What follows belongs to an exercise in optimizing a design on an open flow for small area and a short achievable clock period; a production flow would make more cautious choices. Only simulation tests tie the RTL to the original design; equivalence was not proved.

[design.v]
module mbcore (
    input  wire        clk,
    input  wire        rst,             
    input  wire        host_valid,
    input  wire        host_write,
    input  wire [5:0]  host_addr,
    input  wire [31:0] host_wdata,
    output reg  [31:0] host_rdata,
    input  wire        tick,
    input  wire        link_mode,
    output wire        link_req,
    output wire [1:0]  link_op,         
    output wire [31:0] link_wdata,
    input  wire        link_ack,
    input  wire        link_err,
    input  wire [31:0] link_code,
    input  wire [31:0] link_rdata,
    output wire [31:0] pay_addr,
    input  wire [31:0] pay_rdata,
    input  wire [4:0]  img_addr,
    output reg  [31:0] img_data,
    output reg         ev_valid,
    output wire        ev_kind,
    output wire [31:0] ev_data
);
    localparam [15:0] CKS_POLY_P2P = 16'hA517;
    localparam [15:0] CKS_ACC0_P2P = 16'hFFF8;
    localparam [15:0] CKS_POLY_SH  = 16'hC37B;
    localparam [15:0] CKS_ACC0_SH  = 16'hC387;
    localparam [31:0] KSC_MUL      = 32'h6F646573;
    localparam [31:0] LOAD_BASE    = 32'h02000000;
    localparam [31:0] PROBE        = 32'hFA57B007;
    localparam [31:0] P_KEY_P2P    = 32'h20796220;
    localparam [31:0] P_KEY_SH     = 32'h43202F2F;
    localparam [31:0] P_IMAGE_LEN  = 32'd128;
    localparam [2:0] S_IDLE = 3'd0, S_SEND = 3'd1, S_ACK = 3'd2, S_SIZE = 3'd3,
                     S_STREAM = 3'd4, S_DONE = 3'd5, S_FAILED = 3'd6;
    function [15:0] crc_p2p(input [31:0] r);
        begin
            crc_p2p[0]  = ^(r & 32'h9362B61E);
            crc_p2p[1]  = ^(r & 32'hB5A7DA22);
            crc_p2p[2]  = ^(r & 32'hF82D025A);
            crc_p2p[3]  = ^(r & 32'h6338B2AA);
            crc_p2p[4]  = ^(r & 32'hC6716555);
            crc_p2p[5]  = ^(r & 32'h1F807CB4);
            crc_p2p[6]  = ^(r & 32'h3F00F968);
            crc_p2p[7]  = ^(r & 32'h7E01F2D1);
            crc_p2p[8]  = ^(r & 32'hFC03E5A2);
            crc_p2p[9]  = ^(r & 32'h6B657D5B);
            crc_p2p[10] = ^(r & 32'hD6CAFAB6);
            crc_p2p[11] = ^(r & 32'h3EF74373);
            crc_p2p[12] = ^(r & 32'h7DEE86E6);
            crc_p2p[13] = ^(r & 32'hFBDD0DCC);
            crc_p2p[14] = ^(r & 32'h64D8AD87);
            crc_p2p[15] = ^(r & 32'hC9B15B0F);
        end
    endfunction
    function [15:0] crc_sh(input [31:0] r);
        begin
            crc_sh[0]  = ^(r & 32'hAE65F177);
            crc_sh[1]  = ^(r & 32'hF2AE1399);
            crc_sh[2]  = ^(r & 32'h4B39D644);
            crc_sh[3]  = ^(r & 32'h9673AC88);
            crc_sh[4]  = ^(r & 32'h8282A867);
            crc_sh[5]  = ^(r & 32'hAB60A1B8);
            crc_sh[6]  = ^(r & 32'hF8A4B206);
            crc_sh[7]  = ^(r & 32'h5F2C957A);
            crc_sh[8]  = ^(r & 32'hBE592AF5);
            crc_sh[9]  = ^(r & 32'hD2D7A49C);
            crc_sh[10] = ^(r & 32'h0BCAB84E);
            crc_sh[11] = ^(r & 32'h1795709C);
            crc_sh[12] = ^(r & 32'h2F2AE139);
            crc_sh[13] = ^(r & 32'h5E55C273);
            crc_sh[14] = ^(r & 32'hBCAB84E6);
            crc_sh[15] = ^(r & 32'hD732F8BB);
        end
    endfunction
    reg [31:0] opa, opb;
    reg [31:0] result;               
    reg        res_v;
    reg [3:0]  cmd_op;               
    reg [2:0]  cmd_err;
    reg        cmd_v;
    reg [15:0] cks_acc;              
    reg [31:0] cks_hh, cks_hl;       
    reg        cks_v, cks_mode;
    reg [31:0] ksc_seed;             
    reg        ksc_v, ksc_mode;
    reg [2:0]  seq_state;
    reg [1:0]  seq_sub;
    reg [1:0]  seq_x;                
    reg [31:0] seq_len, seq_base;    
    reg [4:0]  seq_att;
    reg [30:0] seq_wcnt;
    reg        seq_nz;               
    reg [31:0] seq_lastw;
    reg [31:0] seq_terr;             
    reg [1:0]  seq_wait;             
    wire st_idle   = (seq_state == S_IDLE);
    wire st_send   = (seq_state == S_SEND);
    wire st_ack    = (seq_state == S_ACK);
    wire st_size   = (seq_state == S_SIZE);
    wire st_stream = (seq_state == S_STREAM);
    wire st_done   = (seq_state == S_DONE);
    wire st_failed = (seq_state == S_FAILED);
    wire seq_busy  = st_send | st_ack | st_size | st_stream;
    wire [2:0]  seq_code   = st_failed ? {~seq_x[1], seq_x[1], seq_x[0]} : {2'b00, st_done};
    wire        seq_vmatch = st_done & seq_x[0];
    wire        terr_v     = st_failed & ~seq_x[1];
    wire [15:0] cks_poly = cks_mode ? CKS_POLY_P2P : CKS_POLY_SH;
    wire [31:0] ksc_key  = ksc_mode ? P_KEY_P2P : P_KEY_SH;
    always @* begin
        case (host_addr)
            6'h01: host_rdata = opa;
            6'h02: host_rdata = opb;
            6'h03: host_rdata = res_v ? result : 32'd0;
            6'h04: host_rdata = cmd_v ? {24'd0, cmd_op, 1'b0, cmd_err} : 32'd0;
            6'h05: host_rdata = cks_v ? {16'd0, cks_acc} : 32'd0;
            6'h06: host_rdata = cks_v ? {16'd0, cks_poly} : 32'd0;
            6'h07: host_rdata = cks_v ? cks_hh : 32'd0;
            6'h08: host_rdata = cks_v ? cks_hl : 32'd0;
            6'h09: host_rdata = {30'd0, cks_mode & cks_v, cks_v};
            6'h0A: host_rdata = ksc_v ? ksc_seed : 32'd0;
            6'h0B: host_rdata = ksc_v ? ksc_key : 32'd0;
            6'h0C: host_rdata = {30'd0, ksc_mode & ksc_v, ksc_v};
            6'h0D: host_rdata = {19'd0, seq_busy, seq_vmatch, seq_code, 3'd0, seq_sub, seq_state};
            6'h0E: host_rdata = st_idle ? 32'd0 : seq_len;
            6'h0F: host_rdata = st_idle ? 32'd0 : seq_base;
            6'h10: host_rdata = {27'd0, seq_att};
            6'h11: host_rdata = {1'b0, seq_wcnt};
            6'h12: host_rdata = seq_nz ? seq_lastw : 32'd0;
            6'h13: host_rdata = terr_v ? seq_terr : 32'd0;
            6'h14: host_rdata = {30'd0, seq_wait};
            default: host_rdata = 32'd0;
        endcase
    end
    wire        cmd_wr = host_valid && host_write && (host_addr == 6'h00);
    wire [3:0]  c_op   = host_wdata[3:0];
    wire        c_mode = host_wdata[4];
    reg  [2:0]  c_err;
    always @* begin
        if (c_op == 4'd0 || c_op > 4'd6)
            c_err = 3'd1;
        else if (host_wdata[31:5] != 27'd0)
            c_err = 3'd2;
        else if (c_mode && c_op != 4'd1 && c_op != 4'd4)
            c_err = 3'd2;
        else if ((c_op == 4'd2 || c_op == 4'd3) && !cks_v)
            c_err = 3'd3;
        else if (c_op == 4'd5 && !ksc_v)
            c_err = 3'd3;
        else if (c_op == 4'd6 && seq_busy)
            c_err = 3'd4;
        else
            c_err = 3'd0;
    end
    wire do_cmd = cmd_wr && (c_err == 3'd0);
    wire [31:0] crc_composed = {16'hFFFF, cks_hl[7:0], 8'h00} + cks_hh;
    wire [31:0] crc_r = (c_op[0] ? crc_composed : opa) ^ {16'd0, cks_acc};
    wire [15:0] crc_new = cks_mode ? crc_p2p(crc_r) : crc_sh(crc_r);
    wire [31:0] ksc_next   = ksc_seed * KSC_MUL + 32'd1;
    wire [31:0] ksc_masked = ksc_next ^ opa ^ ~(opb + (LOAD_BASE - 32'd1)) ^ ksc_key;
    wire        seq_more     = {seq_wcnt, 2'b00} < {1'b0, seq_len};
    wire [31:0] seq_expected = LOAD_BASE + seq_len - 32'd4;
    assign pay_addr = seq_base + {seq_wcnt[29:0], 2'b00};
    assign link_req = (st_send & seq_sub[0]) | (st_ack & ~seq_sub[1]) | st_size |
                      (st_stream & seq_more);
    assign link_op  = st_send ? 2'd0 : (st_ack & seq_sub[0]) ? 2'd2 : 2'd1;
    assign link_wdata = st_stream ? pay_rdata :
                        st_size   ? {2'b00, seq_len[31:2]} :
                        st_send   ? P_IMAGE_LEN :
                        seq_sub[0] ? 32'd0 : PROBE;
    wire link_done = link_req & link_ack;
    assign ev_kind = st_done;
    assign ev_data = seq_lastw;
    always @(posedge clk) begin
        if (rst) begin
            opa <= 32'd0; opb <= 32'd0;
            res_v <= 1'b0; cmd_v <= 1'b0; cks_v <= 1'b0; ksc_v <= 1'b0;
            seq_state <= S_IDLE; seq_sub <= 2'd0;
            seq_att <= 5'd0; seq_wcnt <= 31'd0; seq_nz <= 1'b0; seq_wait <= 2'd0;
            ev_valid <= 1'b0;
        end else begin
            ev_valid <= 1'b0;
            if (host_valid && host_write && host_addr == 6'h01) opa <= host_wdata;
            if (host_valid && host_write && host_addr == 6'h02) opb <= host_wdata;
            if (cmd_wr) begin
                cmd_v   <= 1'b1;
                cmd_err <= c_err;
                cmd_op  <= c_op;
            end
            if (do_cmd) begin
                case (c_op)
                    4'd1: begin  
                        cks_acc  <= c_mode ? CKS_ACC0_P2P : CKS_ACC0_SH;
                        cks_hh   <= opa;
                        cks_hl   <= opb;
                        cks_mode <= c_mode;
                        cks_v    <= 1'b1;
                    end
                    4'd2, 4'd3: begin  
                        cks_acc <= crc_new;
                        result  <= {16'd0, crc_new};
                        res_v   <= 1'b1;
                    end
                    4'd4: begin  
                        ksc_seed <= opa;
                        ksc_mode <= c_mode;
                        ksc_v    <= 1'b1;
                    end
                    4'd5: begin  
                        ksc_seed <= ksc_next;
                        result   <= ksc_masked;
                        res_v    <= 1'b1;
                    end
                    4'd6: begin  
                        seq_len   <= opa;
                        seq_base  <= opb;
                        seq_att   <= 5'd0;
                        seq_wcnt  <= 31'd0;
                        seq_nz    <= 1'b0;
                        seq_state <= S_SEND;
                        seq_sub   <= 2'd0;
                    end
                    default: ;
                endcase
            end
            case (seq_state)
                S_SEND: begin
                    if (!seq_sub[0]) begin
                        if (link_mode) begin
                            seq_state <= S_FAILED;
                            seq_x     <= 2'b10;      
                        end else begin
                            seq_sub <= 2'd1;
                        end
                    end else if (link_ack) begin
                        seq_state <= S_ACK;
                        seq_sub   <= 2'd0;
                    end
                end
                S_ACK: begin
                    if (seq_sub[1]) begin
                        if (seq_wait == 2'd0) begin
                            if (!seq_att[4]) begin
                                seq_sub <= 2'd0;
                            end else begin
                                seq_state <= S_FAILED;
                                seq_x     <= 2'b11;    
                                seq_sub   <= 2'd0;
                            end
                        end else if (tick) begin
                            seq_wait <= seq_wait - 2'd1;
                        end
                    end else if (link_ack) begin
                        if (link_err) begin
                            seq_terr  <= link_code;
                            seq_state <= S_FAILED;
                            seq_x     <= 2'b00;        
                            seq_sub   <= 2'd0;
                        end else if (!seq_sub[0]) begin
                            seq_sub <= 2'd1;
                        end else begin
                            seq_att <= seq_att + 5'd1;
                            if (link_rdata == PROBE) begin
                                seq_state <= S_SIZE;
                                seq_sub   <= 2'd0;
                            end else begin
                                seq_sub  <= 2'd2;
                                seq_wait <= 2'd3;
                            end
                        end
                    end
                end
                S_SIZE: if (link_ack) begin
                    if (link_err) begin
                        seq_terr  <= link_code;
                        seq_state <= S_FAILED;
                        seq_x     <= 2'b00;
                    end else begin
                        seq_state <= S_STREAM;
                    end
                end
                S_STREAM: begin
                    if (seq_more) begin
                        if (link_ack) begin
                            if (link_err) begin
                                seq_terr  <= link_code;
                                seq_state <= S_FAILED;
                                seq_x     <= 2'b00;
                            end else begin
                                seq_lastw <= pay_rdata;
                                seq_wcnt  <= seq_wcnt + 31'd1;
                                seq_nz    <= 1'b1;
                                ev_valid  <= 1'b1;
                            end
                        end
                    end else begin
                        if (seq_nz && seq_lastw == seq_expected) begin
                            seq_x[0] <= 1'b1;
                            ev_valid <= 1'b1;
                        end else begin
                            seq_x[0] <= 1'b0;
                        end
                        seq_state <= S_DONE;
                    end
                end
                default: ;
            endcase
        end
    end
    always @* begin
        case (img_addr)
            5'd0: img_data = 32'hDF21ACCD;
            5'd1: img_data = 32'h7AB381FF;
            5'd2: img_data = 32'h677F492C;
            5'd3: img_data = 32'h8D64B06C;
            5'd4: img_data = 32'h4E0CD47D;
            5'd5: img_data = 32'hFB85CCCB;
            5'd6: img_data = 32'hF9A3F02F;
            5'd7: img_data = 32'h4ADBCDCA;
            5'd8: img_data = 32'hDF6E6274;
            5'd9: img_data = 32'hC9AD9B24;
            5'd10: img_data = 32'hCE517C19;
            5'd11: img_data = 32'h35153EE0;
            5'd12: img_data = 32'hFA2C7A3A;
            5'd13: img_data = 32'hAA2562DF;
            5'd14: img_data = 32'hF7358AD1;
            5'd15: img_data = 32'h933063E4;
            5'd16: img_data = 32'h6CF363DF;
            5'd17: img_data = 32'h6C4B6EB4;
            5'd18: img_data = 32'h3ADA6B61;
            5'd19: img_data = 32'hCBE23B3C;
            5'd20: img_data = 32'hF81FACB4;
            5'd21: img_data = 32'hB41AB262;
            5'd22: img_data = 32'h4C4D9ED1;
            5'd23: img_data = 32'h870A7665;
            5'd24: img_data = 32'h1AC594A8;
            5'd25: img_data = 32'hC1D38B08;
            5'd26: img_data = 32'h90050224;
            5'd27: img_data = 32'h924478C2;
            5'd28: img_data = 32'hC241405D;
            5'd29: img_data = 32'h4BFF3D7D;
            5'd30: img_data = 32'h024B4379;
            5'd31: img_data = 32'h513D67A8;
        endcase
    end
endmodule
[run.sh]
#!/bin/bash
# synth_recipe.tcl (not shown) runs the flow's synth.tcl, then flattens the netlist and writes it again
# the make line also repeats each setting of config.mk as NAME=value (left out here)
make -C /OpenROAD-flow-scripts/flow DESIGN_CONFIG=/design/flow/config.mk WORK_HOME=/design/flow/orfs CLKGATE_MAP_FILE= SYNTH_SCRIPT=/design/flow/synth_recipe.tcl finish
[constraint.sdc]
create_clock -name core_clock -period 17.0 [get_ports {clk}]
set_input_delay 3.4000 -clock core_clock [delete_from_list [all_inputs] [get_ports {clk}]]
set_output_delay 3.4000 -clock core_clock [all_outputs]
set_load 0.01 [all_outputs]
[config.mk]
export PLATFORM = sky130hd
export DESIGN_NAME = mbcore
export DESIGN_NICKNAME = mbcore
export VERILOG_FILES = /design/flow/design.v
export SDC_FILE = /design/flow/constraint.sdc
export NUM_CORES = 4
export LEC_CHECK = 0
export CAP_MARGIN = 20
export CORE_MARGIN = 2
export CORE_UTILIZATION = 40
export PLACE_DENSITY = 0.6
export SLEW_MARGIN = 20
==> impl_metrics.env <==
export IMPL_crit_reg2reg_launch="ksc_seed[2]$_DFFE_PP_"
export IMPL_cts_buffers=41
export IMPL_p_leak_nw=17.0
export IMPL_die_w_um=304
export IMPL_vias_per_cell=5.90
export IMPL_ys_types=110
export IMPL_cp_data_required_time_ns=13.60
export IMPL_maxCapViolCount=0
export IMPL_finalPower_mw=2.71
export IMPL_synth_flop_cell="edfxtp_1"
export IMPL_synth_area_sq_mm=0.0360
export IMPL_r2r_slack_ns=8.85
export IMPL_synth_edf_count=283
export IMPL_hp_start="res_v$_SDFFE_PP0P_"
export IMPL_hold_class="reg -> reg"
export IMPL_grt_first_pass_wirelength_um=203000
export IMPL_die_area_sq_mm=0.0925
export IMPL_synth_area_top_cells="edfxtp_1, fa_1, ha_1"
export IMPL_end_kind="output port"
export IMPL_place_gp_congestion=0.964
export IMPL_critPathKind="in -> out"
export IMPL_drive_above_1_share_pct=5.77
export IMPL_hold_path_depth=1
export IMPL_tns_ns=0
export IMPL_ctsHtreeMaxLevel=2
export IMPL_rows=110
export IMPL_detailedRoute_firstIterationViolations=3952
export IMPL_maxSlewViolCount=0
export IMPL_overflow=0
export IMPL_p_per_area_mw_per_mm2=64.3
export IMPL_syn_to_final_growth_pct=16.8
export IMPL_grt_pass1_vias=30200
export IMPL_cts_num_sinks=396
export IMPL_whs_ns=0.459
export IMPL_cts_resized=0
export IMPL_async_flop_share_pct=0
export IMPL_relSlewSlack_pct=19.8
export IMPL_netlist_top_cells_count="inv_1, nand2_1, xnor2_1"
export IMPL_cts_setup_buffers=0
export IMPL_yosys_warnings=1
export IMPL_io_buffers=311
export IMPL_worst_r2r_endpoint="result[30]$_SDFFCE_PN0P_"
export IMPL_reg2regPathDepth=25
export IMPL_dpl_hpwl_um=109000
export IMPL_min_to="res_v$_SDFFE_PP0P_"
export IMPL_fin_skew_ns=0.0197
export IMPL_syn_nets=4483
export IMPL_ys_seq_area_share_pct=29.9
export IMPL_cts_tree="yes"
export IMPL_crit_fanout=31
export IMPL_clk_latency_ns=0.58
export IMPL_wl_um=139000
export IMPL_worstPathArrival_ns=7.31
export IMPL_antenna_found_initial=4
export IMPL_fin_crit_sh_pct=63.0
export IMPL_wire_per_inst_um=26.1
export IMPL_status="finished clean"
export IMPL_ys_seq_elements=396
export IMPL_cts_clk_slew_worst_paths_ns=0.07
export IMPL_yosysMostFrequentCell="inv_1"
export IMPL_synthDominantCellAreaShare_pct=23.6
export IMPL_grt_max_degree=88
export IMPL_ant_nets=0
export IMPL_start_util_pct=40.2
export IMPL_cts_hold_buf=0
export IMPL_start_kind="primary input"
export IMPL_io_pins=312
export IMPL_core_sq_mm=0.0896
export IMPL_layout_nets=4738
export IMPL_via_count=31400
export IMPL_timing_final_crit_period_ns=10.71
export IMPL_drc=0
export IMPL_cts_max_path_buffers=3
export IMPL_fmax_mhz=93.4
export IMPL_die_height_um=304
export IMPL_rsz0062_at_grt="false"
export IMPL_grt_use_total_pct=29.2
export IMPL_setup_viol=0
export IMPL_irDropWorstVdd_uv=83.0
export IMPL_netlist_instances=3855
export IMPL_firstDrtPassIters=6
export IMPL_yosysTopAreaCell="edfxtp_1"
export IMPL_hold_viol_final=0
export IMPL_clock_root_buffer="clkbuf_16"
export IMPL_syn_area_per_cell_sq_um=9.35
export IMPL_worst_slew_pin_slew_ns=1.20
[cell type report]
cell class / count / area [sq um]
well taps: 1176 / 1470
flip-flops and latches: 396 / 10800
repair buffers: 389 / 3680
clock buffers: 51 / 1130
diodes: 1 / 2.50
clock inverters: 22 / 378
multi-input cells: 2873 / 23100
fillers: 8577 / 47500
inverters: 409 / 1540
[state kept, by name (all words and copies together) (netlist names), 2 cells and up]
| register | flops |
|---|---|
| seq_x | 2 |
| seq_sub | 2 |
| result | 32 |
| opa | 32 |
| seq_wait | 2 |
| cmd_err | 3 |
| seq_wcnt | 31 |
| seq_lastw | 32 |
| seq_base | 32 |
| cmd_op | 4 |
| cks_hl | 32 |
| cks_acc | 16 |
| opb | 32 |
| seq_att | 5 |
| cks_hh | 32 |
| seq_terr | 32 |
| seq_len | 32 |
| ksc_seed | 32 |
| seq_state | 3 |
[how the worst max path moves through the flow]
| stage | from | to | slack [ns] | cells past startpoint |
|---|---|---|---|---|
| after detailed placement | host_addr[0] | host_rdata[14] | 6.54 | 6 |
| final | host_addr[0] | host_rdata[14] | 6.29 | 6 |
| after global routing | host_addr[0] | host_rdata[14] | 6.23 | 6 |
| after floorplan | host_wdata[0] | cks_hh[0]$_DFFE_PP_ | 6.38 | 10 |
| after CTS | host_addr[0] | host_rdata[14] | 6.52 | 6 |
| after global placement | host_addr[0] | host_rdata[14] | 6.52 | 6 |
[logic make-up (layout without fill, tap and decap cells)]
family / Yosys count / count (layout) / synth area share (%)
simple gates: 973 / 973 / 12.8
compound gates: 890 / 890 / 16.5
buf+inv: 586 / 871 / 6.26
xor+xnor: 495 / 495 / 12.8
fa+ha+maj: 481 / 481 / 20.7
flops: 396 / 396 / 29.9
mux: 34 / 34 / 1.06
other cells: 0 / 1 / 0
[through the flow]
step / area (sq um) / util (%) / cells / setup WS [ns]
after floorplan: 36000 / - / 3855 / 6.38
after global placement: 40600 / 45.3 / 5243 / 6.52
after detailed placement: 40600 / 45.3 / 5243 / 6.54
after CTS: 42100 / 46.9 / 5316 / 6.52
after global routing: 42100 / 46.9 / 5316 / 6.23
final: 42100 / 46.9 / 5317 / 6.29
[worst max-delay path: stages]
cell             delay (ns)
clkdlybuf4s50_1        0.55
nor4_1                 0.80
and2_2                 0.87
a222oi_1               0.18
o21ai_0                0.79
clkdlybuf4s50_1        0.69
[power breakdown]
| part | total, mW | internal [mW] | switching (mW) |
|---|---|---|---|
| clock network | 1.05 | 0.625 | 0.422 |
| registers | 1.06 | 1.04 | 0.0169 |
| logic | 0.602 | 0.257 | 0.345 |
[placed cells by master, fill, tap and decap left out, types with 44 or more instances in the layout]
master,count
a21oi_1,231
xnor2_1,345
a22oi_1,90
nor3_1,57
nand3_1,73
o21ai_0,191
nand2_1,398
nor2_1,181
xor2_1,124
a222oi_1,44
inv_1,406
clkdlybuf4s50_1,307
edfxtp_1,283
ha_1,289
fa_1,192
dfxtp_1,113
buf_4,79
[metal layers]
layer / part of all wire, % / track usage (%)
met3: 9.9 / 5.06
met1: 43 / 42.0
met2: 43 / 44.4
met4: 3.6 / 9.61
met5: 0.0094 / 0

-- port drivers added, routing unchanged --
Ports are ideal in the flow. The routed layout listed here was re-timed in OpenROAD.
Step 1, drivers: a clkbuf_16 drives clk and a buf_2 each remaining input, both assumed.
Step 2 times the ports against the registers' clock, not the clock port: input delays grow and output delays shrink by t, the midpoint of the rising clock arrivals with the driver on.
Three values: ideal ports, drivers, drivers and shift; two values: the first two.
shift t [ns]: 0.626
slack for setup (ns): 6.289 / 6.256 / 6.256
worst setup path after step 2: input to output
worst slew at a driven data input, ns: 0.08
cell pins on the clock port's net: 1
After both steps setup and hold are still met in this run. For this run, drivers alone change the setup slack by -0.033 ns; drivers and shift together by -0.033 ns.
